Context: an optimization exercise on an open-source flow, tuned for a short achievable clock period and few clock cycles. The choices shown serve that exercise and are no tape-out recipe. Where RTL was checked, it was by simulation tests only, not by an equivalence proof against the original. For run 1, only the layout was checked, not whether the RTL still works. Power figures rest on the tool's default switching activity, not on a simulated workload.

[design/flow/config.mk]
export PLATFORM = sky130hd
export DESIGN_NAME = idxfp
export DESIGN_NICKNAME = idxfp
export VERILOG_FILES = /design/flow/design.v
export SDC_FILE = /design/flow/constraint.sdc
export NUM_CORES = 4
export LEC_CHECK = 0
export CAP_MARGIN = 20
export CORE_MARGIN = 2
export CORE_UTILIZATION = 40
export SETUP_SLACK_MARGIN = 2.7
export SLEW_MARGIN = 20
export SYNTH_HIERARCHICAL = 1
[design/flow/constraint.sdc]
create_clock -name core_clock -period 5.0 [get_ports {clk}]
set_input_delay 1.0000 -clock core_clock [delete_from_list [all_inputs] [get_ports {clk}]]
set_output_delay 1.0000 -clock core_clock [all_outputs]
set_load 0.01 [all_outputs]
[design/flow/design.v]
module idxfp (
    input             clk,
    input             rst,             
    input             reset_capable,   
    input             poll,
    input      [31:0] now,
    output            busy,
    input             rx_avail,
    input       [7:0] rx_data,
    output            rx_pop,
    output            rdr_rst_n,
    output            ev_read,
    output            ev_remove,
    output     [39:0] ev_tag,
    input             cfg_req,
    input             cfg_we,
    input       [1:0] cfg_addr,
    input      [31:0] cfg_wdata,
    output     [31:0] cfg_rdata
);
    reg         rc;          
    reg         act;         
    reg         pe;          
    reg  [3:0]  cnt;         
    reg         seen;        
    reg         f_rt;        
    reg         f_exp;       
    reg         nr, nm, np;  
    reg  [11:0] dl_lo;       
    reg  [20:0] now_hi;      
    reg  [11:0] dl_mid;      
    reg  [47:0] fb;          
    reg  [7:0]  syn;         
    reg  [3:0]  hold;
    reg  [3:0]  ncnt;
    reg         fd_err;
    reg         in_frame;
    reg  [1:0]  pstate;
    reg  [32:0] deadline;
    reg  [39:0] last_tag;
    reg  [31:0] wait_r;
    reg  [1:0]  ev_en;
    reg  [3:0]  errstat;
    reg  [31:0] cfg_rdata_q;
    wire        take = pe && rx_avail;    
    assign rx_pop    = take;
    assign busy      = act;
    assign ev_read   = nr && !take;
    assign ev_remove = nm && !take;
    assign rdr_rst_n = !(np && !take);
    assign ev_tag    = last_tag;
    assign cfg_rdata = cfg_rdata_q;
    wire        exp_ge;
    wire [11:0] dl_lo_n;
    wire [11:0] dl_mid_n;
    wire [10:0] dl_top;
    wire        rc_n, act_n, pe_n, seen_n, f_rt_n, f_exp_n, nr_n, nm_n, np_n;
    wire [3:0]  cnt_n;
    wire [11:0] dl_lo_q_n;
    wire [20:0] now_hi_n;
    wire [47:0] fb_n;
    wire [7:0]  syn_n;
    wire [3:0]  hold_n, ncnt_n;
    wire        fd_err_n, in_frame_n;
    wire [1:0]  pstate_n;
    wire [32:0] deadline_n;
    wire [39:0] last_tag_n;
    wire [31:0] wait_n;
    wire [1:0]  ev_en_n;
    wire [3:0]  errstat_n;
    wire [31:0] cfg_rdata_n;
    idxfp_cmp u_cmp (
        .now(now), .deadline(deadline), .ge(exp_ge)
    );
    idxfp_add u_add (
        .now_lo(now[10:0]), .now_hi(now_hi), .wait_r(wait_r),
        .dl_lo(dl_lo), .dl_mid(dl_mid),
        .dl_lo_n(dl_lo_n), .dl_mid_n(dl_mid_n), .dl_top(dl_top)
    );
    idxfp_next u_next (
        .rst(rst), .reset_capable(reset_capable), .poll(poll), .now(now),
        .rx_avail(rx_avail), .d(rx_data),
        .cfg_req(cfg_req), .cfg_we(cfg_we), .cfg_addr(cfg_addr), .cfg_wdata(cfg_wdata),
        .exp_ge(exp_ge), .dl_lo_sum(dl_lo_n), .dl_top(dl_top),
        .rc(rc), .act(act), .pe(pe), .cnt(cnt), .seen(seen), .f_rt(f_rt), .f_exp(f_exp),
        .nr(nr), .nm(nm), .np(np), .dl_lo(dl_lo), .now_hi(now_hi), .dl_mid(dl_mid),
        .fb(fb), .syn(syn), .hold(hold), .ncnt(ncnt), .fd_err(fd_err), .in_frame(in_frame),
        .pstate(pstate), .deadline(deadline), .last_tag(last_tag),
        .wait_r(wait_r), .ev_en(ev_en), .errstat(errstat), .cfg_rdata_q(cfg_rdata_q),
        .rc_n(rc_n), .act_n(act_n), .pe_n(pe_n), .cnt_n(cnt_n), .seen_n(seen_n),
        .f_rt_n(f_rt_n), .f_exp_n(f_exp_n), .nr_n(nr_n), .nm_n(nm_n), .np_n(np_n),
        .dl_lo_q_n(dl_lo_q_n), .now_hi_n(now_hi_n),
        .fb_n(fb_n), .syn_n(syn_n), .hold_n(hold_n), .ncnt_n(ncnt_n), .fd_err_n(fd_err_n),
        .in_frame_n(in_frame_n), .pstate_n(pstate_n), .deadline_n(deadline_n),
        .last_tag_n(last_tag_n), .wait_n(wait_n), .ev_en_n(ev_en_n),
        .errstat_n(errstat_n), .cfg_rdata_n(cfg_rdata_n)
    );
    always @(posedge clk) begin
        rc          <= rc_n;
        act         <= act_n;
        pe          <= pe_n;
        cnt         <= cnt_n;
        seen        <= seen_n;
        f_rt        <= f_rt_n;
        f_exp       <= f_exp_n;
        nr          <= nr_n;
        nm          <= nm_n;
        np          <= np_n;
        dl_lo       <= dl_lo_q_n;
        now_hi      <= now_hi_n;
        dl_mid      <= dl_mid_n;
        fb          <= fb_n;
        syn         <= syn_n;
        hold        <= hold_n;
        ncnt        <= ncnt_n;
        fd_err      <= fd_err_n;
        in_frame    <= in_frame_n;
        pstate      <= pstate_n;
        deadline    <= deadline_n;
        last_tag    <= last_tag_n;
        wait_r      <= wait_n;
        ev_en       <= ev_en_n;
        errstat     <= errstat_n;
        cfg_rdata_q <= cfg_rdata_n;
    end
endmodule
module idxfp_cmp (
    input  [31:0] now,
    input  [32:0] deadline,
    output        ge
);
    wire [31:0] g0 = now & ~deadline[31:0];
    wire [31:0] e0 = ~(now ^ deadline[31:0]);
    wire [15:0] g1, e1;
    wire [7:0]  g2, e2;
    wire [3:0]  g3, e3;
    wire [1:0]  g4, e4;
    genvar k;
    generate
        for (k = 0; k < 16; k = k + 1) begin : l1
            assign g1[k] = g0[2*k+1] | (e0[2*k+1] & g0[2*k]);
            assign e1[k] = e0[2*k+1] & e0[2*k];
        end
        for (k = 0; k < 8; k = k + 1) begin : l2
            assign g2[k] = g1[2*k+1] | (e1[2*k+1] & g1[2*k]);
            assign e2[k] = e1[2*k+1] & e1[2*k];
        end
        for (k = 0; k < 4; k = k + 1) begin : l3
            assign g3[k] = g2[2*k+1] | (e2[2*k+1] & g2[2*k]);
            assign e3[k] = e2[2*k+1] & e2[2*k];
        end
        for (k = 0; k < 2; k = k + 1) begin : l4
            assign g4[k] = g3[2*k+1] | (e3[2*k+1] & g3[2*k]);
            assign e4[k] = e3[2*k+1] & e3[2*k];
        end
    endgenerate
    wire gt = g4[1] | (e4[1] & g4[0]);
    wire eq = e4[1] & e4[0];
    assign ge = !deadline[32] && (gt || eq);
endmodule
module idxfp_add (
    input  [10:0] now_lo,
    input  [20:0] now_hi,
    input  [31:0] wait_r,
    input  [11:0] dl_lo,
    input  [11:0] dl_mid,
    output [11:0] dl_lo_n,
    output [11:0] dl_mid_n,
    output [10:0] dl_top
);
    assign dl_lo_n  = {1'b0, now_lo} + {1'b0, wait_r[10:0]};
    assign dl_mid_n = {1'b0, now_hi[10:0]} + {1'b0, wait_r[21:11]} + {11'd0, dl_lo[11]};
    assign dl_top   = now_hi[20:11] + wait_r[31:22] + {9'd0, dl_mid[11]};
endmodule
module idxfp_next (
    input             rst,
    input             reset_capable,
    input             poll,
    input      [31:0] now,
    input             rx_avail,
    input       [7:0] d,
    input             cfg_req,
    input             cfg_we,
    input       [1:0] cfg_addr,
    input      [31:0] cfg_wdata,
    input             exp_ge,
    input      [11:0] dl_lo_sum,
    input      [10:0] dl_top,
    input             rc, act, pe,
    input       [3:0] cnt,
    input             seen, f_rt, f_exp, nr, nm, np,
    input      [11:0] dl_lo,
    input      [20:0] now_hi,
    input      [11:0] dl_mid,
    input      [47:0] fb,
    input       [7:0] syn,
    input       [3:0] hold, ncnt,
    input             fd_err, in_frame,
    input       [1:0] pstate,
    input      [32:0] deadline,
    input      [39:0] last_tag,
    input      [31:0] wait_r,
    input       [1:0] ev_en,
    input       [3:0] errstat,
    input      [31:0] cfg_rdata_q,
    output reg        rc_n, act_n, pe_n,
    output reg  [3:0] cnt_n,
    output reg        seen_n, f_rt_n, f_exp_n, nr_n, nm_n, np_n,
    output reg [11:0] dl_lo_q_n,
    output reg [20:0] now_hi_n,
    output reg [47:0] fb_n,
    output reg  [7:0] syn_n,
    output reg  [3:0] hold_n, ncnt_n,
    output reg        fd_err_n, in_frame_n,
    output reg  [1:0] pstate_n,
    output reg [32:0] deadline_n,
    output reg [39:0] last_tag_n,
    output reg [31:0] wait_n,
    output reg  [1:0] ev_en_n,
    output reg  [3:0] errstat_n,
    output reg [31:0] cfg_rdata_n
);
    localparam [31:0] WAIT_RESET = 32'd1000;
    localparam [1:0] P_IDLE    = 2'd0;
    localparam [1:0] P_SETTLED = 2'd1;
    localparam [1:0] P_AWAIT   = 2'd2;
    wire c_stx  = (d == 8'h02);
    wire c_etx  = (d == 8'h03);
    wire c_pad  = (d == 8'h0D) || (d == 8'h0A);
    wire c_hexd = (d[7:4] == 4'h3) && (!d[3] || (d[2:1] == 2'b00));
    wire c_hexl = (d[7:3] == 5'b01000) && (d[2:0] != 3'd0) && (d[2:0] != 3'd7);
    wire c_hex  = c_hexd || c_hexl;
    wire c_inv  = !(c_stx || c_etx || c_pad || c_hex);
    wire [3:0] nib = c_hexd ? d[3:0] :
                     {1'b1, (d[2:0] >= 3'd3), (d[2:0] == 3'd1 || d[2:0] == 3'd2 || d[2:0] == 3'd5 || d[2:0] == 3'd6), !d[0]};
    wire       ok     = !fd_err;
    wire       n12    = (ncnt == 4'd12);
    wire       inc    = ok && !n12;           
    wire       ovf    = ok && n12;            
    wire       hsel   = inc && !ncnt[0];      
    wire       tag_ok = ok && (syn == 8'd0);
    wire       wr     = c_hex && inc && ncnt[0];   
    reg  [7:0] fb_old;                        
    always @* begin
        case (ncnt[3:1])
        3'd0:    fb_old = fb[47:40];
        3'd1:    fb_old = fb[39:32];
        3'd2:    fb_old = fb[31:24];
        3'd3:    fb_old = fb[23:16];
        3'd4:    fb_old = fb[15:8];
        default: fb_old = fb[7:0];
        endcase
    end
    wire       take   = pe && rx_avail;       
    wire       endc   = act && !take;         
    wire       dec    = take && c_etx && tag_ok;
    wire       seen_b = seen || dec;
    wire may_exp = rc && (pstate == P_AWAIT);
    wire exp_new = may_exp && exp_ge;
    integer i;
    always @* begin
        rc_n        = rc;
        act_n       = act;
        pe_n        = pe;
        cnt_n       = cnt;
        seen_n      = seen;
        f_rt_n      = f_rt;
        f_exp_n     = f_exp;
        nr_n        = nr;
        nm_n        = nm;
        np_n        = np;
        dl_lo_q_n   = dl_lo;
        now_hi_n    = now_hi;
        fb_n        = fb;
        syn_n       = syn;
        hold_n      = hold;
        ncnt_n      = ncnt;
        fd_err_n    = fd_err;
        in_frame_n  = in_frame;
        pstate_n    = pstate;
        deadline_n  = deadline;
        last_tag_n  = last_tag;
        wait_n      = wait_r;
        ev_en_n     = ev_en;
        errstat_n   = errstat;
        cfg_rdata_n = cfg_rdata_q;
        if (rst) begin
            rc_n        = reset_capable;
            act_n       = 1'b0;
            pe_n        = 1'b0;
            cnt_n       = 4'd0;
            seen_n      = 1'b0;
            f_rt_n      = 1'b0;
            f_exp_n     = 1'b0;
            nr_n        = 1'b0;
            nm_n        = 1'b0;
            np_n        = 1'b0;
            dl_lo_q_n   = 12'd0;
            now_hi_n    = 21'd0;
            fb_n        = 48'd0;
            syn_n       = 8'd0;
            hold_n      = 4'd0;
            ncnt_n      = 4'd0;
            fd_err_n    = 1'b1;
            in_frame_n  = 1'b0;
            pstate_n    = P_IDLE;
            deadline_n  = 33'd0;
            last_tag_n  = 40'd0;
            wait_n      = WAIT_RESET;
            ev_en_n     = 2'd0;
            errstat_n   = 4'd0;
            cfg_rdata_n = 32'd0;
        end else begin
            if (endc) begin
                if (seen) begin
                    pstate_n = rc ? P_AWAIT : P_SETTLED;
                    if (rc) deadline_n = {dl_top, dl_mid[10:0], dl_lo[10:0]};
                end else if (f_exp) begin
                    pstate_n = P_IDLE;
                end
            end
            if (poll) begin
                act_n     = rx_avail || may_exp;
                pe_n      = rx_avail;
                cnt_n     = 4'd0;
                seen_n    = 1'b0;
                dl_lo_q_n = dl_lo_sum;
                now_hi_n  = now[31:11];
                f_rt_n    = ev_en[0] && (!rc || pstate != P_AWAIT);
                f_exp_n   = exp_new;
                nr_n      = 1'b0;
                np_n      = 1'b0;
                nm_n      = exp_new && ev_en[1];
            end else if (take) begin
                cnt_n  = cnt + 4'd1;
                pe_n   = (cnt != 4'd15);
                seen_n = seen_b;
                nr_n   = seen_b && f_rt;
                np_n   = seen_b && rc;
                nm_n   = !seen_b && f_exp && ev_en[1];
            end else if (endc) begin
                act_n = 1'b0;
                pe_n  = 1'b0;
                nr_n  = 1'b0;
                nm_n  = 1'b0;
                np_n  = 1'b0;
            end
            if (cfg_req) begin
                if (cfg_we) begin
                    case (cfg_addr)
                    2'd0: wait_n    = cfg_wdata;
                    2'd1: ev_en_n   = cfg_wdata[1:0];
                    2'd2: errstat_n = errstat & ~cfg_wdata[3:0];
                    default: ;
                    endcase
                end else begin
                    case (cfg_addr)
                    2'd0:    cfg_rdata_n = wait_r;
                    2'd1:    cfg_rdata_n = {30'd0, ev_en};
                    2'd2:    cfg_rdata_n = {28'd0, errstat};
                    default: cfg_rdata_n = 32'd0;
                    endcase
                end
            end
            if (take) begin
                if (c_stx) begin
                    ncnt_n     = 4'd0;
                    fd_err_n   = 1'b0;
                    in_frame_n = 1'b1;
                end
                if (c_etx)
                    in_frame_n = 1'b0;
                if (c_hex && inc)
                    ncnt_n = ncnt + 4'd1;
                if ((c_hex && ovf) || (c_inv && ok))
                    fd_err_n = 1'b1;
                if (c_hex && hsel)
                    hold_n = nib;
                for (i = 0; i < 6; i = i + 1)
                    if (c_hex && inc && ncnt == 2 * i + 1)
                        fb_n[47 - 8 * i -: 8] = {hold, nib};
                if (wr)
                    syn_n = syn ^ fb_old ^ {hold, nib};
                if (dec)
                    last_tag_n = fb[47:8];
                if (in_frame) begin
                    if (c_etx && ok && !tag_ok) errstat_n[0] = 1'b1;
                    if (c_stx)                  errstat_n[1] = 1'b1;
                    if (c_inv && ok)            errstat_n[2] = 1'b1;
                    if (c_hex && ovf)           errstat_n[3] = 1'b1;
                end
            end
        end
    end
endmodule
[design/flow/flow/run.sh]
#!/bin/bash
# The standard layout flow (standard.sh), with the platform's don't-use
# list extended by slow high-fan-in OR/NOR cells, 3-input XOR/XNOR cells and
# the adder cells, so that ABC and the resizer map the logic onto faster
# gates. Everything else, synthesis script included, is the standard flow.
set -euo pipefail
here=$(pwd)
du=$(make -s -C "$FLOW_HOME" DESIGN_CONFIG="$here/config.mk" WORK_HOME="$here/orfs" \
       print-DONT_USE_CELLS 2> "$here/print_dont_use.log" | sed -n 's/^DONT_USE_CELLS: //p')
extra=$(tr '\n' ' ' < "$here/flow/dont_use_extra.txt")
bash standard.sh "DONT_USE_CELLS=$du $extra" finish > "$here/standard_flow.log" 2>&1
[design/flow/flow/dont_use_extra.txt]
sky130_fd_sc_hd__or3_*
sky130_fd_sc_hd__or3b_*
sky130_fd_sc_hd__or4_*
sky130_fd_sc_hd__or4b_*
sky130_fd_sc_hd__or4bb_*
sky130_fd_sc_hd__nor4_*
sky130_fd_sc_hd__nor4b_*
sky130_fd_sc_hd__nor4bb_*
sky130_fd_sc_hd__xor3_*
sky130_fd_sc_hd__xnor3_*
sky130_fd_sc_hd__a2111o_*
sky130_fd_sc_hd__a2111oi_*
sky130_fd_sc_hd__fa_*
sky130_fd_sc_hd__ha_*
[design/flow/standard.sh]
#!/bin/bash
# synth_recipe.tcl (not shown) runs the flow's synth.tcl, then flattens the netlist and writes it again
# the make line also repeats each setting of config.mk as NAME=value (left out here)
make -C /OpenROAD-flow-scripts/flow DESIGN_CONFIG=/design/flow/config.mk WORK_HOME=/design/flow/orfs CLKGATE_MAP_FILE= SYNTH_SCRIPT=/design/flow/synth_recipe.tcl "${@:-finish}"
==> run notes, run 1 <==
# TYPE chip_impl_metric gauge
chip_impl_info{name="outcome",value="timing/DRC/antenna clean"} 1
chip_impl_info{name="critPathKind",value="input pin to output port"} 1
chip_impl_info{name="critPathSlowestCell",value="sky130_fd_sc_hd__a21bo_1"} 1
chip_impl_metric{name="period_needed",unit="ps"} 2388
chip_impl_metric{name="critPathMaxStageDelay",unit="ps"} 150
chip_impl_metric{name="static-leakage-power",unit="µW"} 0.006131
chip_impl_metric{name="finClkSkew",unit="ps"} 14.11
chip_impl_info{name="cts_tree",value="yes"} 1
chip_impl_metric{name="yosys_register_bits",unit=""} 269
chip_impl_metric{name="fmax",unit="MHz"} 418.7
chip_impl_metric{name="synth_area",unit="mm²"} 0.01252
chip_impl_metric{name="global_route.usage.total",unit="%"} 19.78
chip_impl_metric{name="yosysWarnings",unit=""} 8
chip_impl_metric{name="maxSlewHeadroom",unit="%"} 43.33
chip_impl_metric{name="clk_sink_count",unit=""} 269
chip_impl_metric{name="avgViaCountPerCell",unit=""} 5.234
chip_impl_metric{name="route.detailed.wl_per_inst",unit="µm"} 16.47
chip_impl_metric{name="design.die.area",unit="mm²"} 0.03273
chip_impl_metric{name="port_buffers",unit=""} 157
chip_impl_metric{name="worstPathBufferInverterCount",unit=""} 2
chip_impl_metric{name="irDropWorstVdd",unit="V"} 0.0002668
chip_impl_metric{name="timing.final.ws_setup",unit="ps"} 2612
chip_impl_metric{name="layout-area-overhead-vs-synth",unit="%"} 26.06
chip_impl_metric{name="floorplan.core_area",unit="mm²"} 0.03067
chip_impl_metric{name="drc_errors",unit=""} 0
chip_impl_metric{name="grt_remaining_overflow",unit=""} 0
chip_impl_info{name="grt_setup_unrepaired",value="yes"} 1
chip_impl_metric{name="finalWirelength",unit="mm"} 33.39
chip_impl_metric{name="initial_core_util",unit="%"} 40.82
chip_impl_metric{name="vias",unit=""} 10610
chip_impl_metric{name="die_height",unit="µm"} 180.9
chip_impl_info{name="commonest_cells_after_routing_fill_and_taps_aside",value="sky130_fd_sc_hd__dfxtp_1 (264), sky130_fd_sc_hd__nand2_1 (259), sky130_fd_sc_hd__nor2_1 (173), sky130_fd_sc_hd__a21oi_1 (134), sky130_fd_sc_hd__mux2i_1 (95)"} 1
chip_impl_info{name="synthFlopType",value="sky130_fd_sc_hd__dfxtp_1"} 1
chip_impl_info{name="layout_commonest_cell",value="sky130_fd_sc_hd__dfxtp_1"} 1
chip_impl_metric{name="mean_post_synth_cell_area",unit="µm²"} 8.557
chip_impl_metric{name="worst-slew-pin-transition",unit="ps"} 850.1
chip_impl_metric{name="fin_tns_setup",unit="ps"} 0
chip_impl_metric{name="synth_seq_area_share",unit="%"} 43.01
chip_impl_metric{name="routabilityCongestion",unit=""} 0.7983
chip_impl_metric{name="finish.net_count",unit=""} 1685
chip_impl_metric{name="post-route-period-util",unit="%"} 47.77
chip_impl_metric{name="detail_route.iter0.violations",unit=""} 542
chip_impl_metric{name="critical_path_required",unit="ps"} 4000
chip_impl_metric{name="std_cell_rows",unit=""} 64
chip_impl_metric{name="tritoncts.num_buffers",unit=""} 31
chip_impl_metric{name="clock_tree.htree_level_count",unit=""} 1
chip_impl_metric{name="finalHoldViolCount",unit=""} 0
chip_impl_metric{name="synthCells",unit=""} 1463
chip_impl_metric{name="arrival",unit="ps"} 1390
chip_impl_metric{name="power_per_cell_area",unit="mW/mm²"} 307.6
chip_impl_metric{name="final-setup-viol-count",unit=""} 0
chip_impl_metric{name="first_pass_iters",unit=""} 4
chip_impl_metric{name="first_global_vias",unit=""} 10090
chip_impl_info{name="path_delay_family",value="buffers and inverters"} 1
chip_impl_metric{name="clkTransAtPathRegs",unit="ps"} 60
chip_impl_info{name="clockRootBuffer",value="sky130_fd_sc_hd__clkbuf_16"} 1
chip_impl_metric{name="maxSlewViolCount",unit=""} 0
chip_impl_info{name="critical_path_startpoint_category",value="input pin"} 1
chip_impl_info{name="timing.hold.worst.class",value="flip-flop to flip-flop"} 1
chip_impl_metric{name="grt_start_max_net_pins",unit=""} 111
chip_impl_metric{name="timing.critical_path.fanout_max",unit=""} 5
chip_impl_metric{name="chipWidth",unit="µm"} 180.9
chip_impl_metric{name="nFillCells",unit=""} 2935
chip_impl_metric{name="footprint_of_the_multi_input_gates",unit="mm²"} 0.006865
chip_impl_metric{name="ctsLongestPathBuffers",unit=""} 3
chip_impl_metric{name="syn_nets",unit=""} 1544
chip_impl_metric{name="ant_nets",unit=""} 0
chip_impl_metric{name="dp_worst_setup_slack",unit="ps"} 1364
chip_impl_metric{name="seqCellArea",unit="mm²"} 0.005394
chip_impl_metric{name="post_route_cells_drive_above_1_share",unit="%"} 13.52
chip_impl_metric{name="hpwl",unit="mm"} 22.32
chip_impl_metric{name="synth-edff-count",unit=""} 0
chip_impl_metric{name="ys_async_sr_fraction",unit="%"} 0
chip_impl_metric{name="clkLatencyLatePin",unit="ps"} 550
chip_impl_metric{name="drv.max_cap_violation_count",unit=""} 0
chip_impl_info{name="crit_path_end_kind",value="output port"} 1
chip_impl_metric{name="top_level_ports",unit=""} 158
chip_impl_metric{name="wire_length_of_the_first_global_routing_pass",unit="mm"} 53.63
chip_impl_metric{name="synthDistinctLibCells",unit=""} 79
chip_impl_info{name="worstPathCellList",value="buf_12, a21bo_1, buf_2"} 1
chip_impl_metric{name="antenna_found_initial",unit=""} 2
chip_impl_metric{name="hold_buffers",unit=""} 0
-- worst min-delay path: stages (launching register included) --
cell and delay, ps:
sky130_fd_sc_hd__dfxtp_1 290, sky130_fd_sc_hd__nand2_1 40, sky130_fd_sc_hd__a21oi_1 50
-- where the power goes --
part	internal (µW)	switching, µW	total, µW
logic	168	193	360
registers	2180	37.3	2220
clock network	1380	902	2280
total	3720	1130	4850
-- state kept, by name, summed over array words and instances (netlist names), 2 cells and up --
name,cells
ev_en,2
fb,48
deadline,33
dl_mid,12
errstat,4
syn,8
ncnt,4
cnt,4
cfg_rdata_q,32
pstate,2
now_hi,21
dl_lo,12
last_tag,40
wait_r,32
hold,4
-- per-stage QoR --
step	total power, µW	cell area, µm²	hold slack (ps)	util (%)	instances
6_report	4855	15780	434.8	51.46	2027
5_1_grt	5035	15780	444.2	51.44	2024
4_1_cts	4890	15610	435.1	50.89	2016
3_5_place_dp	2611	14380	424.6	46.87	1940
3_3_place_gp	2607	14360	419.4	46.82	1939
2_1_floorplan	2471	12640	417.4	-	1463
-- layout make-up --
cell class                 count  area share (%)
antenna                        4         0.06342
clock buffer                  41           5.534
sequential                   269           34.18
multi-input combinational   1078           43.50
tap                          396           3.139
clock inverter                15           1.023
inverter                      27          0.6580
timing repair buffer         197           11.91
-- layer usage --
| metal | up-vias | part of all wire, % | global-route usage, % |
|---|---|---|---|
| met1 | 5072 | 46 | 26.59 |
| li1 | 5301 | - | - |
| met5 | - | 0 | 0 |
| met2 | 194 | 47 | 32.91 |
| met3 | 43 | 4.2 | 3.165 |
| met4 | 0 | 2.5 | 5.387 |
-- modules after synthesis (local to each module, per instance) --
module	copies in the design	cell area (µm²)	flops+latches	cells
idxfp	1	5418	269	273
idxfp_add	1	1375	0	193
idxfp_next	1	4997	0	889
idxfp_cmp	1	729.4	0	108
-- cells in the mapped netlist, types with 8 or more instances --
| library cell | instances | area, µm² |
|---|---|---|
| sky130_fd_sc_hd__dfxtp_1 | 269 | 5385 |
| sky130_fd_sc_hd__nand2_1 | 259 | 972.2 |
| sky130_fd_sc_hd__nor2_1 | 179 | 671.9 |
| sky130_fd_sc_hd__a21oi_1 | 136 | 680.7 |
| sky130_fd_sc_hd__mux2i_1 | 96 | 960.9 |
| sky130_fd_sc_hd__clkbuf_1 | 67 | 251.5 |
| sky130_fd_sc_hd__xnor2_1 | 67 | 586.8 |
| sky130_fd_sc_hd__a22oi_1 | 31 | 232.7 |
| sky130_fd_sc_hd__inv_1 | 26 | 97.59 |
| sky130_fd_sc_hd__nand3_1 | 25 | 125.1 |
| sky130_fd_sc_hd__xor2_1 | 23 | 201.4 |
| sky130_fd_sc_hd__nor3_1 | 22 | 110.1 |
| sky130_fd_sc_hd__o21ai_0 | 21 | 105.1 |
| sky130_fd_sc_hd__nand2b_1 | 17 | 106.4 |
| sky130_fd_sc_hd__maj3_1 | 12 | 120.1 |
| sky130_fd_sc_hd__buf_2 | 10 | 50.05 |
| sky130_fd_sc_hd__nand4_1 | 10 | 62.56 |
| sky130_fd_sc_hd__nor2b_1 | 10 | 62.56 |
| sky130_fd_sc_hd__a211oi_1 | 9 | 67.56 |
| sky130_fd_sc_hd__o211ai_1 | 9 | 67.56 |
| sky130_fd_sc_hd__a31oi_1 | 8 | 50.05 |
| sky130_fd_sc_hd__nand3b_1 | 8 | 60.06 |
| sky130_fd_sc_hd__o21a_1 | 8 | 60.06 |
-- cell families (layout without fill, tap and decap cells) --
group,count (synthesis),after routing,synth area share (%)
simple gates,579,579,21.00
compound gates,282,282,14.58
flops,269,269,43.01
buf+inv,116,280,4.137
mux,108,108,9.384
xor+xnor,90,90,6.296
fa+ha+maj,19,19,1.589
other cells,0,4,0
-- what timing repair did --
item	4_1_cts	5_1_grt
pin swaps	25	28
setup buffers	19	6
resized for setup	177	45
endpoints found under the setup margin	262	160
cloned	1	1
-- final timing paths --
kind / from / end / slack (ps) / cells past startpoint
max: rx_avail / rdr_rst_n / 2610 / 3
min: dl_mid[6]$_DFF_P_ / deadline[17]$_DFF_P_ / 430 / 2
max reg2reg: wait_r[22]$_DFF_P_ / deadline[32]$_DFF_P_ / 2790 / 8
min reg2reg: dl_mid[6]$_DFF_P_ / deadline[17]$_DFF_P_ / 430 / 2
==> inputs of run 2 (changes only) <==
--- a/design/flow/design.v
+++ b/design/flow/design.v
@@ -26,5 +26,6 @@
     reg         f_rt;        
     reg         f_exp;       
-    reg         nr, nm, np;  
+    reg         nr, nm;      
+    reg         np;          
     reg  [11:0] dl_lo;       
     reg  [20:0] now_hi;      
@@ -48,5 +49,5 @@
     assign ev_read   = nr && !take;
     assign ev_remove = nm && !take;
-    assign rdr_rst_n = !(np && !take);
+    assign rdr_rst_n = !np;
     assign ev_tag    = last_tag;
     assign cfg_rdata = cfg_rdata_q;
@@ -56,4 +57,5 @@
     wire [10:0] dl_top;
     wire        rc_n, act_n, pe_n, seen_n, f_rt_n, f_exp_n, nr_n, nm_n, np_n;
+    wire        act_a, act_b, f_exp_a, f_exp_b, nm_a, nm_b;
     wire [3:0]  cnt_n;
     wire [11:0] dl_lo_q_n;
@@ -82,5 +84,5 @@
         .rx_avail(rx_avail), .d(rx_data),
         .cfg_req(cfg_req), .cfg_we(cfg_we), .cfg_addr(cfg_addr), .cfg_wdata(cfg_wdata),
-        .exp_ge(exp_ge), .dl_lo_sum(dl_lo_n), .dl_top(dl_top),
+        .dl_lo_sum(dl_lo_n), .dl_top(dl_top),
         .rc(rc), .act(act), .pe(pe), .cnt(cnt), .seen(seen), .f_rt(f_rt), .f_exp(f_exp),
         .nr(nr), .nm(nm), .np(np), .dl_lo(dl_lo), .now_hi(now_hi), .dl_mid(dl_mid),
@@ -88,6 +90,7 @@
         .pstate(pstate), .deadline(deadline), .last_tag(last_tag),
         .wait_r(wait_r), .ev_en(ev_en), .errstat(errstat), .cfg_rdata_q(cfg_rdata_q),
-        .rc_n(rc_n), .act_n(act_n), .pe_n(pe_n), .cnt_n(cnt_n), .seen_n(seen_n),
-        .f_rt_n(f_rt_n), .f_exp_n(f_exp_n), .nr_n(nr_n), .nm_n(nm_n), .np_n(np_n),
+        .rc_n(rc_n), .act_n(act_b), .pe_n(pe_n), .cnt_n(cnt_n), .seen_n(seen_n),
+        .f_rt_n(f_rt_n), .f_exp_n(f_exp_b), .nr_n(nr_n), .nm_n(nm_b), .np_n(np_n),
+        .act_a(act_a), .f_exp_a(f_exp_a), .nm_a(nm_a),
         .dl_lo_q_n(dl_lo_q_n), .now_hi_n(now_hi_n),
         .fb_n(fb_n), .syn_n(syn_n), .hold_n(hold_n), .ncnt_n(ncnt_n), .fd_err_n(fd_err_n),
@@ -96,4 +99,8 @@
         .errstat_n(errstat_n), .cfg_rdata_n(cfg_rdata_n)
     );
+    idxfp_late u_late (
+        .ge(exp_ge), .a({act_a, f_exp_a, nm_a}), .b({act_b, f_exp_b, nm_b}),
+        .y({act_n, f_exp_n, nm_n})
+    );
     always @(posedge clk) begin
         rc          <= rc_n;
@@ -159,4 +166,12 @@
     assign ge = !deadline[32] && (gt || eq);
 endmodule
+module idxfp_late (
+    input        ge,
+    input  [2:0] a,
+    input  [2:0] b,
+    output [2:0] y
+);
+    assign y = b | (a & {3{ge}});
+endmodule
 module idxfp_add (
     input  [10:0] now_lo,
@@ -184,5 +199,4 @@
     input       [1:0] cfg_addr,
     input      [31:0] cfg_wdata,
-    input             exp_ge,
     input      [11:0] dl_lo_sum,
     input      [10:0] dl_top,
@@ -219,5 +233,6 @@
     output reg  [1:0] ev_en_n,
     output reg  [3:0] errstat_n,
-    output reg [31:0] cfg_rdata_n
+    output reg [31:0] cfg_rdata_n,
+    output            act_a, f_exp_a, nm_a
 );
     localparam [31:0] WAIT_RESET = 32'd1000;
@@ -257,5 +272,8 @@
     wire       seen_b = seen || dec;
     wire may_exp = rc && (pstate == P_AWAIT);
-    wire exp_new = may_exp && exp_ge;
+    wire exp_new = 1'b0;                      
+    assign act_a   = !rst && poll && may_exp;
+    assign f_exp_a = !rst && poll && may_exp;
+    assign nm_a    = !rst && poll && may_exp && ev_en[1];
     integer i;
     always @* begin
@@ -321,5 +339,5 @@
             end
             if (poll) begin
-                act_n     = rx_avail || may_exp;
+                act_n     = rx_avail || exp_new;
                 pe_n      = rx_avail;
                 cnt_n     = 4'd0;
==> design/flow/run.sh (new file) <==
#!/bin/bash
# synth_recipe.tcl (not shown) runs the flow's synth.tcl, then flattens the netlist and writes it again
# the make line also repeats each setting of config.mk as NAME=value (left out here)
make -C /OpenROAD-flow-scripts/flow DESIGN_CONFIG=/design/flow/config.mk WORK_HOME=/design/flow/orfs CLKGATE_MAP_FILE= SYNTH_SCRIPT=/design/flow/synth_recipe.tcl finish
--- a/design/flow/config.mk
+++ b/design/flow/config.mk
@@ -9,5 +9,5 @@
 export CORE_MARGIN = 2
 export CORE_UTILIZATION = 40
-export SETUP_SLACK_MARGIN = 2.7
+export SETUP_SLACK_MARGIN = 2.85
 export SLEW_MARGIN = 20
 export SYNTH_HIERARCHICAL = 1
removed: design/flow/flow/run.sh
removed: design/flow/flow/dont_use_extra.txt
removed: design/flow/standard.sh
==> run 2 against run 1 <==
Effect of this change:
- critical path type unchanged
- combinational power is 11% higher
- sequential cell count stayed put
- clock skew is 6.4 ps lower
- wire length is 0.74% higher
- die area is 1.3% lower
- highest routed layer is now met5
- largest power group unchanged
- register-to-register slack better by 40 ps
==> run notes, run 2 <==
# TYPE chip_impl_metric gauge
chip_impl_metric{name="finalHoldViolCount",unit=""} 0
chip_impl_metric{name="arrival",unit="ps"} 1360
chip_impl_metric{name="yosysWarnings",unit=""} 8
chip_impl_info{name="critical_path_startpoint_category",value="input pin"} 1
chip_impl_metric{name="period_needed",unit="ps"} 2363
chip_impl_metric{name="global_route.usage.total",unit="%"} 19.83
chip_impl_metric{name="antenna_found_initial",unit=""} 2
chip_impl_metric{name="design.die.area",unit="mm²"} 0.03232
chip_impl_metric{name="worstPathBufferInverterCount",unit=""} 2
chip_impl_metric{name="finish.net_count",unit=""} 1727
chip_impl_metric{name="route.detailed.wl_per_inst",unit="µm"} 16.85
chip_impl_metric{name="r2r.worst_path.cells",unit=""} 8
chip_impl_metric{name="finalWirelength",unit="mm"} 33.63
chip_impl_info{name="regToRegEndpoint",value="hold[0]$_DFF_P_"} 1
chip_impl_metric{name="power_per_cell_area",unit="mW/mm²"} 304.8
chip_impl_info{name="outcome",value="timing/DRC/antenna clean"} 1
chip_impl_info{name="synthTopCellsByCount",value="sky130_fd_sc_hd__dfxtp_1 (269), sky130_fd_sc_hd__nand2_1 (248), sky130_fd_sc_hd__a21oi_1 (168)"} 1
chip_impl_metric{name="drc_errors",unit=""} 0
chip_impl_metric{name="p_sw_share",unit="%"} 22.88
chip_impl_metric{name="synthDistinctLibCells",unit=""} 72
chip_impl_info{name="synthFlopType",value="sky130_fd_sc_hd__dfxtp_1"} 1
chip_impl_info{name="netlist.top_cell.by_area",value="sky130_fd_sc_hd__dfxtp_1"} 1
chip_impl_info{name="synth.area.top_cells",value="sky130_fd_sc_hd__dfxtp_1 (44%), sky130_fd_sc_hd__mux2i_1 (7.7%), sky130_fd_sc_hd__nand2_1 (7.5%), sky130_fd_sc_hd__a21oi_1 (6.8%), sky130_fd_sc_hd__ha_1 (6.7%)"} 1
chip_impl_info{name="commonest_cells_after_routing_fill_and_taps_aside",value="sky130_fd_sc_hd__dfxtp_1 (245), sky130_fd_sc_hd__nand2_1 (239), sky130_fd_sc_hd__nor2_1 (159), sky130_fd_sc_hd__a21oi_1 (153), sky130_fd_sc_hd__mux2i_1 (94)"} 1
chip_impl_metric{name="routabilityCongestion",unit=""} 0.7947
chip_impl_info{name="critPathKind",value="input pin to output port"} 1
chip_impl_metric{name="placed_area",unit="mm²"} 0.01446
chip_impl_info{name="path_delay_family",value="buffers and inverters"} 1
chip_impl_metric{name="grt_remaining_overflow",unit=""} 0
chip_impl_metric{name="syn_nets",unit=""} 1580
chip_impl_metric{name="synth-edff-count",unit=""} 0
chip_impl_metric{name="detail_route.iter0.violations",unit=""} 533
chip_impl_metric{name="synth_area",unit="mm²"} 0.01236
chip_impl_info{name="layout_commonest_cell",value="sky130_fd_sc_hd__dfxtp_1"} 1
chip_impl_metric{name="wire_length_of_the_first_global_routing_pass",unit="mm"} 53.29
chip_impl_metric{name="hpwl",unit="mm"} 22.47
chip_impl_info{name="critPathSlowestCell",value="sky130_fd_sc_hd__buf_2"} 1
chip_impl_metric{name="maxSlewViolCount",unit=""} 0
chip_impl_info{name="timing.hold.worst.class",value="flip-flop to flip-flop"} 1
chip_impl_metric{name="drv.max_cap_violation_count",unit=""} 0
chip_impl_metric{name="ys_async_sr_fraction",unit="%"} 0
chip_impl_info{name="worstPathCellList",value="buf_8, a21boi_2, buf_2"} 1
chip_impl_metric{name="internal_power",unit="µW"} 3800
chip_impl_metric{name="nFillCells",unit=""} 2890
chip_impl_metric{name="port_buffers",unit=""} 157
chip_impl_metric{name="clock_tree.htree_level_count",unit=""} 1
chip_impl_metric{name="clock_power_share",unit="%"} 47.2
chip_impl_metric{name="ant_nets",unit=""} 0
chip_impl_info{name="clockRootBuffer",value="sky130_fd_sc_hd__clkbuf_16"} 1
chip_impl_metric{name="net-switching-power",unit="µW"} 1127
chip_impl_metric{name="synth_top_cell_area_share",unit="%"} 43.57
chip_impl_metric{name="yosys_register_bits",unit=""} 269
chip_impl_metric{name="largest_reg_flops",unit=""} 48
chip_impl_metric{name="worst-slew-pin-transition",unit="ps"} 1091
chip_impl_metric{name="clkTransAtPathRegs",unit="ps"} 60
chip_impl_metric{name="comb_power_share",unit="%"} 8.1
chip_impl_metric{name="holdPathStages",unit=""} 2
chip_impl_metric{name="tritoncts.num_buffers",unit=""} 30
chip_impl_metric{name="maxSlewHeadroom",unit="%"} 27.25
chip_impl_info{name="crit_path_end_kind",value="output port"} 1
chip_impl_metric{name="post_route_cells_drive_above_1_share",unit="%"} 22.20
chip_impl_metric{name="post-route-period-util",unit="%"} 47.25
chip_impl_metric{name="critPathMaxStageDelay",unit="ps"} 140
chip_impl_metric{name="fmax",unit="MHz"} 423.2
chip_impl_metric{name="synthCells",unit=""} 1428
chip_impl_metric{name="die_height",unit="µm"} 179.8
chip_impl_metric{name="ctsLongestPathBuffers",unit=""} 3
chip_impl_metric{name="std_cell_rows",unit=""} 64
chip_impl_metric{name="chipWidth",unit="µm"} 179.8
chip_impl_metric{name="initial_core_util",unit="%"} 40.51
chip_impl_metric{name="first_pass_iters",unit=""} 5
chip_impl_metric{name="hold_buffers",unit=""} 0
chip_impl_metric{name="power.share.sequential",unit="%"} 44.7
chip_impl_info{name="cts_tree",value="yes"} 1
chip_impl_metric{name="final_hold_slack",unit="ps"} 434.7
chip_impl_metric{name="irDropWorstVdd",unit="V"} 0.0002535
chip_impl_metric{name="synth_seq_area_share",unit="%"} 43.57
chip_impl_metric{name="layout-area-overhead-vs-synth",unit="%"} 30.83
chip_impl_metric{name="avgViaCountPerCell",unit=""} 5.184
chip_impl_metric{name="static-leakage-power",unit="µW"} 0.006439
chip_impl_info{name="largest_register",value="fb"} 1
chip_impl_metric{name="fin_tns_setup",unit="ps"} 0
chip_impl_metric{name="critical_path_required",unit="ps"} 4000
chip_impl_metric{name="floorplan.core_area",unit="mm²"} 0.03051
chip_impl_metric{name="vias",unit=""} 10350
chip_impl_metric{name="timing.critical_path.fanout_max",unit=""} 7
chip_impl_metric{name="grt_start_max_net_pins",unit=""} 127
chip_impl_metric{name="post_layout_instance_area",unit="mm²"} 0.01617
chip_impl_metric{name="first_global_vias",unit=""} 10080
chip_impl_metric{name="mean_post_synth_cell_area",unit="µm²"} 8.655
chip_impl_info{name="hold_end",value="deadline[15]$_DFF_P_"} 1
chip_impl_metric{name="top_level_ports",unit=""} 158
chip_impl_info{name="worst_r2r_startpoint",value="pe$_DFF_P_"} 1
chip_impl_info{name="grt_setup_unrepaired",value="yes"} 1
chip_impl_metric{name="finClkSkew",unit="ps"} 7.758
chip_impl_info{name="top_regs",value="fb: 48 flops, last_tag: 40 flops, deadline: 33 flops"} 1
chip_impl_metric{name="final-setup-viol-count",unit=""} 0
chip_impl_info{name="post-synth-top-count-cell",value="sky130_fd_sc_hd__dfxtp_1"} 1
chip_impl_metric{name="regToRegSetupSlack",unit="ps"} 2830
chip_impl_info{name="holdCritStartpoint",value="dl_mid[4]$_DFF_P_"} 1
chip_impl_metric{name="clkLatencyLatePin",unit="ps"} 550
chip_impl_metric{name="clk_sink_count",unit=""} 269
==> run 2: cell count changes in the layout (fill, tap and decap cells not counted), moves of 18 or more <==
cell | before | now
sky130_fd_sc_hd__xnor2_1 | 66 | 29
sky130_fd_sc_hd__ha_1 | 0 | 38
sky130_fd_sc_hd__a21oi_1 | 134 | 153
sky130_fd_sc_hd__inv_1 | 25 | 51
sky130_fd_sc_hd__dlygate4sd2_1 | 87 | 15
sky130_fd_sc_hd__ha_4 | 0 | 27
sky130_fd_sc_hd__clkdlybuf4s15_2 | 0 | 24
sky130_fd_sc_hd__dfxtp_2 | 4 | 22
sky130_fd_sc_hd__nand2_1 | 259 | 239
sky130_fd_sc_hd__clkbuf_2 | 4 | 31
sky130_fd_sc_hd__buf_2 | 10 | 31
sky130_fd_sc_hd__dfxtp_1 | 264 | 245
==> run 2: worst max-delay path by stage <==
stage	start	to	slack [ps]	cells after the start
after CTS	rx_avail	ev_read	2620	3
after global placement	rx_data[1]	fb[45]$_DFF_P_	1400	7
after floorplan	rx_data[1]	syn[5]$_DFF_P_	2390	8
final	rx_avail	ev_read	2640	3
after detailed placement	rx_data[1]	fb[42]$_DFF_P_	1340	7
after global routing	rx_avail	ev_read	2600	3
==> run 2: layout make-up <==
cell class	instances	area (µm²)	share of cell area, %
multi-input combinational	1025	7337	45.38
sequential	269	5420	33.52
timing repair buffer	198	1662	10.28
clock buffer	42	887.1	5.486
tap	396	495.5	3.064
inverter	51	191.4	1.184
clock inverter	14	173.9	1.076
antenna	1	2.502	0.01548
==> run 2: worst reg2reg max path, stage by stage (launching register included) <==
cell	delay [ps]
sky130_fd_sc_hd__dfxtp_2	400
sky130_fd_sc_hd__nand2_1	470
sky130_fd_sc_hd__a211oi_4	400
sky130_fd_sc_hd__buf_12	180
sky130_fd_sc_hd__buf_4	120
sky130_fd_sc_hd__buf_8	90
sky130_fd_sc_hd__and3_4	230
sky130_fd_sc_hd__nand2_2	70
sky130_fd_sc_hd__a21oi_2	140
==> run 2: kinds of logic (layout without fill, tap and decap cells) <==
| logic type | Yosys count | count (layout) | synth area share [%] |
|---|---|---|---|
| simple gates | 528 | 529 | 18.79 |
| compound gates | 286 | 286 | 14.09 |
| flops | 269 | 269 | 43.57 |
| buf+inv | 135 | 305 | 4.292 |
| mux | 103 | 103 | 9.152 |
| fa+ha+maj | 71 | 71 | 7.491 |
| xor+xnor | 36 | 36 | 2.612 |
| other cells | 0 | 1 | 0 |
==> run 2: what timing repair did <==
item                       4_1_cts  5_1_grt
setup endpoints to repair      283      234
setup buffers                   22        5
pin swaps                       37       39
gates cloned                     1        0
resized for setup              390      137
==> run 2: per-layer routing <==
layer	vias up	share of wire (%)	GRT usage (%)
met3	54	4.3	3.870
met2	166	47	32.87
met1	4942	47	26.60
met4	2	2.3	4.780
li1	5183	-	-
met5	-	0.039	0
==> run 2: per-stage QoR <==
stage | cells | power (µW) | setup WS, ps | util, %
floorplan | 1428 | 2463 | 2393 | -
global placement | 1910 | 2600 | 1399 | 47.34
detailed placement | 1911 | 2605 | 1343 | 47.39
CTS | 1990 | 4960 | 2620 | 52.50
global route | 1995 | 5104 | 2604 | 52.99
finish | 1996 | 4928 | 2637 | 53.00
==> run 2: per-module statistics from Yosys, one instance, submodules excluded <==
module / area [µm²] / cells / flip-flops and latches / times used
idxfp_next: 4742 / 865 / 0 / 1
idxfp: 5410 / 273 / 269 / 1
idxfp_cmp: 799.5 / 109 / 0 / 1
idxfp_late: 22.52 / 3 / 0 / 1
idxfp_add: 1385 / 178 / 0 / 1
==> run 2: power by group through the flow <==
stage	clock [µW]	combinational [µW]	sequential [µW]
floorplan	0	218	2250
global placement	0	350	2250
detailed placement	0	354	2250
CTS	2380	377	2200
global route	2460	437	2210
finish	2330	398	2200
Testbench counts of run 2, summed over its fixed seeds: cycles 54,354.
==> inputs of run 3 (changes only) <==
--- a/design/flow/config.mk
+++ b/design/flow/config.mk
@@ -9,5 +9,5 @@
 export CORE_MARGIN = 2
 export CORE_UTILIZATION = 40
-export SETUP_SLACK_MARGIN = 2.85
+export SETUP_SLACK_MARGIN = 2.7
 export SLEW_MARGIN = 20
 export SYNTH_HIERARCHICAL = 1
==> run 3 against run 2 <==
Effect of this change:
- still clean on timing, DRC and antenna
- cell area decreased by 3.2%
- critical path depth unchanged
- first-iteration DRC count increased by 29%
- area after synthesis unchanged
- critical path type unchanged
==> run notes, run 3 <==
# TYPE chip_impl_metric gauge
chip_impl_info{name="netlist.top_cell.by_area",value="sky130_fd_sc_hd__dfxtp_1"} 1
chip_impl_metric{name="footprint_of_the_multi_input_gates",unit="mm²"} 0.007034
chip_impl_info{name="synthTopCellsByCount",value="sky130_fd_sc_hd__dfxtp_1 (269), sky130_fd_sc_hd__nand2_1 (248), sky130_fd_sc_hd__a21oi_1 (168)"} 1
chip_impl_metric{name="nFillCells",unit=""} 2885
chip_impl_metric{name="finalHoldViolCount",unit=""} 0
chip_impl_metric{name="period_needed",unit="ps"} 2367
chip_impl_metric{name="r2r.worst_path.cells",unit=""} 6
chip_impl_metric{name="finalWirelength",unit="mm"} 31.87
chip_impl_info{name="regToRegEndpoint",value="last_tag[6]$_DFF_P_"} 1
chip_impl_metric{name="seqCellArea",unit="mm²"} 0.005390
chip_impl_metric{name="worst-slew-pin-transition",unit="ps"} 866.5
chip_impl_metric{name="vias",unit=""} 10230
chip_impl_metric{name="grt_remaining_overflow",unit=""} 0
chip_impl_metric{name="placed_area",unit="mm²"} 0.01441
chip_impl_metric{name="drv.max_cap_violation_count",unit=""} 0
chip_impl_metric{name="floorplan.core_area",unit="mm²"} 0.03051
chip_impl_info{name="cts_tree",value="yes"} 1
chip_impl_info{name="worst_r2r_startpoint",value="syn[4]$_DFF_P_"} 1
chip_impl_metric{name="finish.net_count",unit=""} 1709
chip_impl_metric{name="antenna_found_initial",unit=""} 2
chip_impl_metric{name="grt_start_max_net_pins",unit=""} 142
chip_impl_info{name="commonest_cells_after_routing_fill_and_taps_aside",value="sky130_fd_sc_hd__dfxtp_1 (265), sky130_fd_sc_hd__nand2_1 (244), sky130_fd_sc_hd__nor2_1 (163), sky130_fd_sc_hd__a21oi_1 (158), sky130_fd_sc_hd__dlygate4sd2_1 (102)"} 1
chip_impl_info{name="top_regs",value="fb: 48 flops, last_tag: 40 flops, deadline: 33 flops"} 1
chip_impl_metric{name="holdPathStages",unit=""} 2
chip_impl_metric{name="post_route_cells_drive_above_1_share",unit="%"} 12.60
chip_impl_metric{name="clock_tree.htree_level_count",unit=""} 1
chip_impl_metric{name="final_hold_slack",unit="ps"} 435.5
chip_impl_metric{name="syn_nets",unit=""} 1580
chip_impl_metric{name="post_layout_instance_area",unit="mm²"} 0.01566
chip_impl_metric{name="critical_path_required",unit="ps"} 4000
chip_impl_info{name="post-synth-top-count-cell",value="sky130_fd_sc_hd__dfxtp_1"} 1
chip_impl_metric{name="synthDistinctLibCells",unit=""} 72
chip_impl_metric{name="static-leakage-power",unit="µW"} 0.006506
chip_impl_metric{name="global_route.usage.total",unit="%"} 19.31
chip_impl_info{name="crit_path_end_kind",value="output port"} 1
chip_impl_metric{name="synthCells",unit=""} 1428
chip_impl_metric{name="first_global_vias",unit=""} 9997
chip_impl_metric{name="tritoncts.num_buffers",unit=""} 29
chip_impl_metric{name="regToRegSetupSlack",unit="ps"} 2820
chip_impl_metric{name="first_pass_iters",unit=""} 6
chip_impl_metric{name="die_height",unit="µm"} 179.8
chip_impl_metric{name="yosysWarnings",unit=""} 8
chip_impl_info{name="timing.hold.worst.class",value="flip-flop to flip-flop"} 1
chip_impl_info{name="clockRootBuffer",value="sky130_fd_sc_hd__clkbuf_16"} 1
chip_impl_metric{name="detail_route.iter0.violations",unit=""} 688
chip_impl_metric{name="route.detailed.wl_per_inst",unit="µm"} 16.13
chip_impl_info{name="layout_commonest_cell",value="sky130_fd_sc_hd__dfxtp_1"} 1
chip_impl_metric{name="arrival",unit="ps"} 1370
chip_impl_metric{name="mean_post_synth_cell_area",unit="µm²"} 8.655
chip_impl_metric{name="top_level_ports",unit=""} 158
chip_impl_info{name="synth.area.top_cells",value="sky130_fd_sc_hd__dfxtp_1 (44%), sky130_fd_sc_hd__mux2i_1 (7.7%), sky130_fd_sc_hd__nand2_1 (7.5%), sky130_fd_sc_hd__a21oi_1 (6.8%), sky130_fd_sc_hd__ha_1 (6.7%)"} 1
chip_impl_metric{name="fin_tns_setup",unit="ps"} 0
chip_impl_metric{name="maxSlewHeadroom",unit="%"} 42.23
chip_impl_info{name="critical_path_startpoint_category",value="input pin"} 1
chip_impl_metric{name="synth_area",unit="mm²"} 0.01236
chip_impl_metric{name="fmax",unit="MHz"} 422.5
chip_impl_metric{name="clk_sink_count",unit=""} 269
chip_impl_metric{name="chipWidth",unit="µm"} 179.8
chip_impl_metric{name="yosys_register_bits",unit=""} 269
chip_impl_metric{name="ant_nets",unit=""} 0
chip_impl_metric{name="synth_seq_area_share",unit="%"} 43.57
chip_impl_info{name="critPathKind",value="input pin to output port"} 1
chip_impl_metric{name="irDropWorstVdd",unit="V"} 0.0002346
chip_impl_info{name="outcome",value="timing/DRC/antenna clean"} 1
chip_impl_metric{name="timing.critical_path.fanout_max",unit=""} 4
chip_impl_metric{name="synth_top_cell_area_share",unit="%"} 43.57
chip_impl_metric{name="drc_errors",unit=""} 0
chip_impl_info{name="grt_setup_unrepaired",value="yes"} 1
chip_impl_info{name="synthFlopType",value="sky130_fd_sc_hd__dfxtp_1"} 1
chip_impl_metric{name="largest_reg_flops",unit=""} 48
chip_impl_metric{name="clkTransAtPathRegs",unit="ps"} 60
chip_impl_info{name="hold_end",value="deadline[16]$_DFF_P_"} 1
chip_impl_metric{name="port_buffers",unit=""} 157
chip_impl_metric{name="design.die.area",unit="mm²"} 0.03232
chip_impl_info{name="largest_register",value="fb"} 1
chip_impl_metric{name="ys_async_sr_fraction",unit="%"} 0
chip_impl_metric{name="layout-area-overhead-vs-synth",unit="%"} 26.70
chip_impl_metric{name="std_cell_rows",unit=""} 64
chip_impl_info{name="critPathSlowestCell",value="sky130_fd_sc_hd__and2_1"} 1
chip_impl_info{name="path_delay_family",value="buffers and inverters"} 1
chip_impl_metric{name="clkLatencyLatePin",unit="ps"} 540
chip_impl_metric{name="hold_buffers",unit=""} 0
chip_impl_metric{name="power_per_cell_area",unit="mW/mm²"} 295.8
chip_impl_metric{name="worstPathBufferInverterCount",unit=""} 2
chip_impl_metric{name="critPathMaxStageDelay",unit="ps"} 130
chip_impl_metric{name="wire_length_of_the_first_global_routing_pass",unit="mm"} 52.47
chip_impl_metric{name="maxSlewViolCount",unit=""} 0
chip_impl_metric{name="finClkSkew",unit="ps"} 7.217
chip_impl_metric{name="post-route-period-util",unit="%"} 47.34
chip_impl_metric{name="critical_path_cell_count",unit=""} 3
chip_impl_metric{name="synth-edff-count",unit=""} 0
chip_impl_metric{name="final-setup-viol-count",unit=""} 0
chip_impl_metric{name="routabilityCongestion",unit=""} 0.7911
chip_impl_metric{name="avgViaCountPerCell",unit=""} 5.178
chip_impl_metric{name="hpwl",unit="mm"} 21.83
chip_impl_metric{name="initial_core_util",unit="%"} 40.51
chip_impl_metric{name="ctsLongestPathBuffers",unit=""} 3
chip_impl_info{name="holdCritStartpoint",value="dl_mid[5]$_DFF_P_"} 1
chip_impl_info{name="worstPathCellList",value="buf_8, and2_1, buf_2"} 1
==> run 3: modules after synthesis (local to each module, per instance) <==
module      cells  flops+latches  times used  cell area (µm²)
idxfp_next    865              0           1             4742
idxfp_add     178              0           1             1385
idxfp         273            269           1             5410
idxfp_late      3              0           1            22.52
idxfp_cmp     109              0           1            799.5
==> run 3: metrics by stage <==
stage | setup WS, ps | total power [µW] | cells | utilization, %
finish | 2633 | 4633 | 1976 | 51.32
floorplan | 2392 | 2459 | 1428 | -
detailed placement | 1300 | 2600 | 1908 | 47.24
global route | 2611 | 4816 | 1976 | 51.32
global placement | 1383 | 2596 | 1908 | 47.24
CTS | 2543 | 4678 | 1969 | 50.84
==> run 3: layout make-up <==
class,count,share of cell area [%]
multi-input combinational,1025,44.92
sequential,269,34.42
timing repair buffer,181,10.37
clock buffer,38,5.170
tap,396,3.164
inverter,51,1.223
clock inverter,15,0.7111
antenna,1,0.01598
==> run 3: metal layers <==
metal | track usage, % | share of wire [%] | up-vias
li1 | - | - | 5161
met1 | 26.24 | 47 | 4815
met2 | 32.26 | 47 | 207
met3 | 2.857 | 4.1 | 46
met4 | 4.748 | 2.3 | 2
met5 | 0 | 0.041 | -
==> run 3: what timing repair did <==
item | 4_1_cts | 5_1_grt
setup buffers | 7 | 6
pin swaps | 28 | 17
resized for setup | 200 | 33
endpoints found under the hold margin | 0 | 0
gates cloned | 1 | 0
setup endpoints to repair | 255 | 123
==> run 3: tightest hold or removal path, cell delays in order (launching register included) <==
cell,delay [ps]
sky130_fd_sc_hd__dfxtp_1,290
sky130_fd_sc_hd__nand2_1,50
sky130_fd_sc_hd__a21oi_1,50
==> run 3: report_power, final <==
part | total, µW | switching, µW | internal [µW]
sequential | 2200 | 24.0 | 2180
clock | 2070 | 878 | 1190
combinational | 362 | 198 | 163
==> run 3: worst max-delay path by stage <==
| stage | startpoint | endpoint | slack, ps |
|---|---|---|---|
| 2_1_floorplan | rx_data[1] | syn[5]$_DFF_P_ | 2390 |
| 3_3_place_gp | rx_data[0] | fb[42]$_DFF_P_ | 1380 |
| 3_5_place_dp | rx_data[0] | fb[46]$_DFF_P_ | 1300 |
| 4_1_cts | rx_avail | rx_pop | 2540 |
| 5_1_grt | rx_avail | rx_pop | 2610 |
| 6_report | rx_avail | rx_pop | 2630 |
==> run 3: cells by family after synthesis <==
logic type	synth area share [%]
AOI/OAI and AO/OA	14.09
xor gates and xnor gates	2.612
adders and majority gates	7.491
buffers and inverters	4.292
DFF	43.57
muxes	9.152
and+or+nand+nor	18.79

[afterwards: timing with drivers on the ports]
No port has a modelled driver above. Below, the same layouts with a new extraction and two added sets of constraints.
Step 1: set_driving_cell puts a clkbuf_16 on clk and a buf_2 on each other input, an assumption about the parent block.
Step 2, shift: input delay + t, output delay - t, t = (earliest + latest rising clock arrival at the registers) / 2. This alone moves slack from input paths to output paths.
Three values: ideal ports, drivers, drivers and shift; two values: the first two.
run	t, ns	setup WS [ns]	hold WS [ns]
run 1	0.594	2.612 / 2.536 / 2.053	0.435 / 0.435 / 0.435
run 2	0.599	2.637 / 2.600 / 2.127	0.435 / 0.435 / 0.435
run 3	0.588	2.633 / 2.595 / 2.170	0.435 / 0.435 / 0.435
After both steps setup and hold are still met in every run listed. The setup slack of run 1, which loses most, moves by -0.076 ns with the drivers and by -0.559 ns with both steps.
